This is an optimization exercise on Yosys and OpenROAD, whose aim is small area, a short achievable clock period and few clock cycles per item, not a production implementation. Where RTL was checked, it was by simulation tests only, not by an equivalence proof against the original.

==> run a: inputs <==
==> flow/design.v <==
module j1587_msgdec (
    input  wire         clk,
    input  wire         rst,
    input  wire         start,
    input  wire [255:0] frame,
    input  wire [5:0]   frame_len,
    output reg          done,
    output reg  [3:0]   err,
    output reg  [7:0]   mid,
    output reg  [3:0]   nparams,
    output reg  [80:0]  par_pid,    
    output reg  [44:0]  par_pos,    
    output reg  [44:0]  par_dlen    
);
    localparam [3:0] E_NONE      = 4'd0;
    localparam [3:0] E_INV_PID   = 4'd1;
    localparam [3:0] E_INV_LEN   = 4'd3;
    localparam [3:0] E_TOO_LONG  = 4'd6;
    localparam [3:0] E_TRUNC     = 4'd7;
    localparam [3:0] E_CHECKSUM  = 4'd8;
    integer i;
    reg       busy;          
    reg [4:0] cpos;          
    reg [3:0] slot;          
    reg       page2;         
    reg [7:0] sumr;          
    reg       longr;         
    reg [1:0] perr;          
    reg [7:0] pid_r  [0:8];
    reg [4:0] pos_r  [0:8];
    reg [4:0] dlen_r [0:8];
    wire [7:0] b0 = frame[7:0];
    wire [7:0] b1 = frame[15:8];
    wire [7:0] b2 = frame[23:16];
    wire [7:0] b3 = frame[31:24];
    wire pg_in = (frame_len > 6'd2) && (b1 == 8'hFF);
    wire [31:0] inlen;
    genvar g;
    generate
        for (g = 0; g < 32; g = g + 1) begin : g_len
            assign inlen[g] = (g < 4) || (frame_len > g);
        end
    endgenerate
    wire [255:0] fm = frame & {{8{inlen[31]}}, {8{inlen[30]}}, {8{inlen[29]}}, {8{inlen[28]}},
                               {8{inlen[27]}}, {8{inlen[26]}}, {8{inlen[25]}}, {8{inlen[24]}},
                               {8{inlen[23]}}, {8{inlen[22]}}, {8{inlen[21]}}, {8{inlen[20]}},
                               {8{inlen[19]}}, {8{inlen[18]}}, {8{inlen[17]}}, {8{inlen[16]}},
                               {8{inlen[15]}}, {8{inlen[14]}}, {8{inlen[13]}}, {8{inlen[12]}},
                               {8{inlen[11]}}, {8{inlen[10]}}, {8{inlen[9]}},  {8{inlen[8]}},
                               {8{inlen[7]}},  {8{inlen[6]}},  {8{inlen[5]}},  {8{inlen[4]}},
                               {8{inlen[3]}},  {8{inlen[2]}},  {8{inlen[1]}},  {8{inlen[0]}}};
    wire [7:0] sum_in =
        fm[7:0]     + fm[15:8]    + fm[23:16]   + fm[31:24]   + fm[39:32]   + fm[47:40]   + fm[55:48]   + fm[63:56]   +
        fm[71:64]   + fm[79:72]   + fm[87:80]   + fm[95:88]   + fm[103:96]  + fm[111:104] + fm[119:112] + fm[127:120] +
        fm[135:128] + fm[143:136] + fm[151:144] + fm[159:152] + fm[167:160] + fm[175:168] + fm[183:176] + fm[191:184] +
        fm[199:192] + fm[207:200] + fm[215:208] + fm[223:216] + fm[231:224] + fm[239:232] + fm[247:240] + fm[255:248];
    wire       act = start | busy;
    wire [4:0] p   = start ? {3'b000, pg_in, ~pg_in} : cpos;
    wire [3:0] k   = start ? 4'd0 : slot;
    wire [7:0] lm = frame[{cpos, 3'b000} +: 8];
    wire [7:0] nm = frame[{cpos + 5'd1, 3'b000} +: 8];
    wire [7:0] l  = start ? (pg_in ? b2 : b1) : lm;
    wire [7:0] n  = start ? (pg_in ? b3 : b2) : nm;
    wire [6:0] u  = {1'b0, frame_len} - {2'b00, p} - 7'd1;
    wire [4:0] r  = u[4:0];
    wire [4:0] r2 = u[4:0] - 5'd2;
    reg        s_err;        
    reg [1:0]  s_code;
    reg        s_fin;        
    reg [4:0]  s_dl;
    reg [4:0]  s_next;
    always @* begin
        s_err  = 1'b0;
        s_code = 2'd2;
        s_fin  = 1'b0;
        s_dl   = 5'd1;
        s_next = p + 5'd2;
        if (u[6] || u == 7'd0) begin
            s_err = 1'b1;
        end else if (l == 8'hFF) begin
            s_err  = 1'b1;
            s_code = 2'd1;
        end else if (!l[7]) begin
            s_err = (r < 5'd2);
            s_fin = (r == 5'd2);
            s_dl  = 5'd1;
        end else if (!l[6]) begin
            s_err  = (r < 5'd3);
            s_fin  = (r == 5'd3);
            s_dl   = 5'd2;
            s_next = p + 5'd3;
        end else if (l != 8'hFE) begin
            s_err  = (r < 5'd2) || (n > {3'b000, r2});
            s_fin  = (n == {3'b000, r2});
            s_dl   = n[4:0];
            s_next = p + 5'd2 + n[4:0];
        end else begin
            s_err = (r < 5'd2);
            s_fin = 1'b1;
            s_dl  = r2;
        end
    end
    wire fin = act & (s_err | s_fin);
    always @(posedge clk) begin
        mid   <= b0;
        page2 <= pg_in;
        sumr  <= sum_in;
        longr <= (frame_len > 6'd21);
        if (rst) begin
            busy <= 1'b0;
            done <= 1'b0;
        end else begin
            busy <= act & ~fin;
            done <= fin;
        end
        if (act) begin
            cpos <= s_next;
            slot <= k + 4'd1;
            perr <= s_err ? s_code : 2'd0;
            for (i = 0; i < 9; i = i + 1)
                if (k == i) begin
                    pid_r[i]  <= l;
                    pos_r[i]  <= p;
                    dlen_r[i] <= s_dl;
                end
        end
    end
    always @* begin
        case (perr)
            2'd1:    err = E_INV_PID;
            2'd2:    err = E_TRUNC;
            2'd3:    err = E_INV_LEN;
            default: err = (sumr != 8'd0) ? E_CHECKSUM : (longr ? E_TOO_LONG : E_NONE);
        endcase
        nparams = slot;
        for (i = 0; i < 9; i = i + 1) begin
            par_pid[9*i +: 9]  = {page2, pid_r[i]};
            par_pos[5*i +: 5]  = (i == 0) ? {3'b000, page2, ~page2} : pos_r[i];
            par_dlen[5*i +: 5] = dlen_r[i];
        end
    end
endmodule
==> flow/run.sh <==
#!/bin/bash
# synth_recipe.tcl (not shown) runs the flow's synth.tcl, then flattens the netlist and writes it again
# the make line also repeats each setting of config.mk as NAME=value (left out here)
make -C /OpenROAD-flow-scripts/flow DESIGN_CONFIG=/design/flow/config.mk WORK_HOME=/design/flow/orfs CLKGATE_MAP_FILE= SYNTH_SCRIPT=/design/flow/synth_recipe.tcl finish
==> flow/config.mk <==
export PLATFORM = sky130hd
export DESIGN_NAME = j1587_msgdec
export DESIGN_NICKNAME = j1587_msgdec
export VERILOG_FILES = /design/flow/design.v
export SDC_FILE = /design/flow/constraint.sdc
export NUM_CORES = 4
export LEC_CHECK = 0
export CAP_MARGIN = 20
export CORE_MARGIN = 2
export CORE_UTILIZATION = 40
export SLEW_MARGIN = 20
==> flow/constraint.sdc <==
create_clock -name core_clock -period 7.0 [get_ports {clk}]
set_input_delay 1.4000 -clock core_clock [delete_from_list [all_inputs] [get_ports {clk}]]
set_output_delay 1.4000 -clock core_clock [all_outputs]
set_load 0.01 [all_outputs]
==> inputs of run b, as changes to run a <==
--- a/flow/design.v
+++ b/flow/design.v
@@ -36,22 +36,8 @@
     wire pg_in = (frame_len > 6'd2) && (b1 == 8'hFF);
-    wire [31:0] inlen;
-    genvar g;
-    generate
-        for (g = 0; g < 32; g = g + 1) begin : g_len
-            assign inlen[g] = (g < 4) || (frame_len > g);
-        end
-    endgenerate
-    wire [255:0] fm = frame & {{8{inlen[31]}}, {8{inlen[30]}}, {8{inlen[29]}}, {8{inlen[28]}},
-                               {8{inlen[27]}}, {8{inlen[26]}}, {8{inlen[25]}}, {8{inlen[24]}},
-                               {8{inlen[23]}}, {8{inlen[22]}}, {8{inlen[21]}}, {8{inlen[20]}},
-                               {8{inlen[19]}}, {8{inlen[18]}}, {8{inlen[17]}}, {8{inlen[16]}},
-                               {8{inlen[15]}}, {8{inlen[14]}}, {8{inlen[13]}}, {8{inlen[12]}},
-                               {8{inlen[11]}}, {8{inlen[10]}}, {8{inlen[9]}},  {8{inlen[8]}},
-                               {8{inlen[7]}},  {8{inlen[6]}},  {8{inlen[5]}},  {8{inlen[4]}},
-                               {8{inlen[3]}},  {8{inlen[2]}},  {8{inlen[1]}},  {8{inlen[0]}}};
-    wire [7:0] sum_in =
-        fm[7:0]     + fm[15:8]    + fm[23:16]   + fm[31:24]   + fm[39:32]   + fm[47:40]   + fm[55:48]   + fm[63:56]   +
-        fm[71:64]   + fm[79:72]   + fm[87:80]   + fm[95:88]   + fm[103:96]  + fm[111:104] + fm[119:112] + fm[127:120] +
-        fm[135:128] + fm[143:136] + fm[151:144] + fm[159:152] + fm[167:160] + fm[175:168] + fm[183:176] + fm[191:184] +
-        fm[199:192] + fm[207:200] + fm[215:208] + fm[223:216] + fm[231:224] + fm[239:232] + fm[247:240] + fm[255:248];
+    reg [7:0] sum_in;
+    always @* begin
+        sum_in = b0 + b1 + b2 + b3;
+        for (i = 4; i < 32; i = i + 1)
+            if (frame_len > i) sum_in = sum_in + frame[8*i +: 8];
+    end
     wire       act = start | busy;
==> inputs of run c, as changes to run a <==
==> flow/design.v (replaced) <==
module j1587_msgdec (
    input  wire         clk,
    input  wire         rst,
    input  wire         start,
    input  wire [255:0] frame,
    input  wire [5:0]   frame_len,
    output reg          done,
    output reg  [3:0]   err,
    output reg  [7:0]   mid,
    output reg  [3:0]   nparams,
    output reg  [80:0]  par_pid,    
    output reg  [44:0]  par_pos,    
    output reg  [44:0]  par_dlen    
);
    localparam [3:0] E_NONE      = 4'd0;
    localparam [3:0] E_INV_PID   = 4'd1;
    localparam [3:0] E_INV_LEN   = 4'd3;
    localparam [3:0] E_TOO_LONG  = 4'd6;
    localparam [3:0] E_TRUNC     = 4'd7;
    localparam [3:0] E_CHECKSUM  = 4'd8;
    integer i;
    reg       busy;          
    reg [4:0] cpos;          
    reg [3:0] slot;          
    reg       page2;         
    reg       longr;         
    reg [1:0] perr;          
    reg [7:0] pid_r  [0:8];
    reg [4:0] pos_r  [0:8];
    reg [4:0] dlen_r [0:8];
    wire [7:0] b0 = frame[7:0];
    wire [7:0] b1 = frame[15:8];
    wire [7:0] b2 = frame[23:16];
    wire [7:0] b3 = frame[31:24];
    wire pg_in = (frame_len > 6'd2) && (b1 == 8'hFF);
    wire csum_bad = 1'b0;
    function [13:0] step;
        input [4:0] p;
        input [7:0] l;
        input [7:0] n;
        input [6:0] u;       
        reg       e;
        reg [1:0] c;
        reg       f;
        reg [4:0] dl;
        reg [4:0] nx;
        reg [4:0] r2;
        begin
            e  = 1'b0;
            c  = 2'd2;
            f  = 1'b0;
            dl = 5'd1;
            nx = p + 5'd2;
            r2 = u[4:0] - 5'd2;
            if (u[6] || u == 7'd0) begin
                e = 1'b1;
            end else if (l == 8'hFF) begin
                e = 1'b1;
                c = 2'd1;
            end else if (!l[7]) begin
                e = (u[4:0] < 5'd2);
                f = (u[4:0] == 5'd2);
            end else if (!l[6]) begin
                e  = (u[4:0] < 5'd3);
                f  = (u[4:0] == 5'd3);
                dl = 5'd2;
                nx = p + 5'd3;
            end else if (l != 8'hFE) begin
                e  = (u[4:0] < 5'd2) || (n > {3'b000, r2});
                f  = (n == {3'b000, r2});
                dl = n[4:0];
                nx = p + 5'd2 + n[4:0];
            end else begin
                e  = (u[4:0] < 5'd2);
                f  = 1'b1;
                dl = r2;
            end
            step = {e, c, f, dl, nx};
        end
    endfunction
    wire [13:0] st1 = step(5'd1, b1, b2, {1'b0, frame_len} - 7'd2);
    wire [13:0] st2 = step(5'd2, b2, b3, {1'b0, frame_len} - 7'd3);
    wire [7:0]  lm  = frame[{cpos, 3'b000} +: 8];
    wire [255:0] frame_up = {8'h00, frame[255:8]};
    wire [7:0]  nm  = frame_up[{cpos, 3'b000} +: 8];
    wire [13:0] stm = step(cpos, lm, nm, {1'b0, frame_len} - {2'b00, cpos} - 7'd1);
    wire [13:0] s  = start ? (pg_in ? st2 : st1) : stm;
    wire [7:0]  l  = start ? (pg_in ? b2 : b1) : lm;
    wire [3:0]  k  = start ? 4'd0 : slot;
    wire       s_err  = s[13];
    wire [1:0] s_code = s[12:11];
    wire       s_fin  = s[10];
    wire [4:0] s_dl   = s[9:5];
    wire [4:0] s_next = s[4:0];
    wire act = start | busy;
    wire fin = act & (s_err | s_fin);
    always @(posedge clk) begin
        mid    <= b0;
        page2  <= pg_in;
        longr  <= (frame_len > 6'd21);
        if (rst) begin
            busy <= 1'b0;
            done <= 1'b0;
        end else begin
            busy <= act & ~fin;
            done <= fin;
        end
        if (act) begin
            cpos <= s_next;
            slot <= k + 4'd1;
            perr <= s_err ? s_code : 2'd0;
            for (i = 0; i < 9; i = i + 1)
                if (k == i) begin
                    pid_r[i]  <= l;
                    pos_r[i]  <= cpos;
                    dlen_r[i] <= s_dl;
                end
        end
    end
    always @* begin
        case (perr)
            2'd1:    err = E_INV_PID;
            2'd2:    err = E_TRUNC;
            2'd3:    err = E_INV_LEN;
            default: err = csum_bad ? E_CHECKSUM : (longr ? E_TOO_LONG : E_NONE);
        endcase
        nparams = slot;
        for (i = 0; i < 9; i = i + 1) begin
            par_pid[9*i +: 9]  = {page2, pid_r[i]};
            par_pos[5*i +: 5]  = (i == 0) ? {3'b000, page2, ~page2} : pos_r[i];
            par_dlen[5*i +: 5] = dlen_r[i];
        end
    end
endmodule
- SETUP_SLACK_MARGIN: default -> 3.5
==> results_dict.tcl <==
set metrics [dict create \
    drt_iter0_drc 1084 \
    min_from "slot[0]" \
    final-clk-cell-share 0.0306 \
    drt_wl_total_mm 51.6 \
    grt_usage 0.302 \
    status "finished clean" \
    dp_slack_ns 1.56 \
    fin_tns_setup_ns 0 \
    multiInputGateArea_mm2 0.00711 \
]
the above is filed under run c

==> results_dict.tcl <==
set metrics [dict create \
    dp_slack_ns -1.78 \
    finalSetupViolCount 5 \
    status "failed layout checks" \
    violations "setup timing" \
    final-clk-cell-share 0.0246 \
    min_from "slot[0]" \
    grt_usage 0.326 \
    drt_iter0_drc 1597 \
    fin_tns_setup_ns -2.05 \
    setup_slack_ns -0.767 \
    yosysTopAreaCell "edfxtp_1" \
]
the above is filed under run a

==> results_dict.tcl <==
set metrics [dict create \
    finalSetupViolCount 8 \
    min_from "busy" \
    violations "setup timing" \
    setup_slack_ns -20.68 \
    status "failed layout checks" \
    multiInputGateArea_mm2 0.0194 \
    final-clk-cell-share 0.0159 \
]
the above is filed under run b

Testbench counts of run b, summed over its fixed seeds: cycles 5,820, frames 2,400.
For run a and run c, only the layout was checked, not whether the RTL still works.

[static timing again, ports no longer ideal]
The results above use ideal ports. As a check the final layouts listed here were re-extracted and re-timed, cells and wires unchanged.
Step 1: set_driving_cell puts a clkbuf_16 on clk and a buf_2 on each other input, an assumption about the parent block.
Step 2 times the ports against the registers' clock, not the clock port: input delays grow and output delays shrink by t, the midpoint of the rising clock arrivals with the driver on.
Three values: ideal, step 1, step 2; two values: the first two.
run	shift t [ns]	setup WS [ns]	worst setup path after step 2
run a	0.497	-0.767 / -0.755 / -1.252	input to register
run b	0.488	-20.677 / -20.684 / -21.172	input to register
run c	0.480	2.645 / 2.645 / 2.165	input to register
The setup slack of run b, which loses most, moves by -0.007 ns with the drivers and by -0.495 ns with both steps.
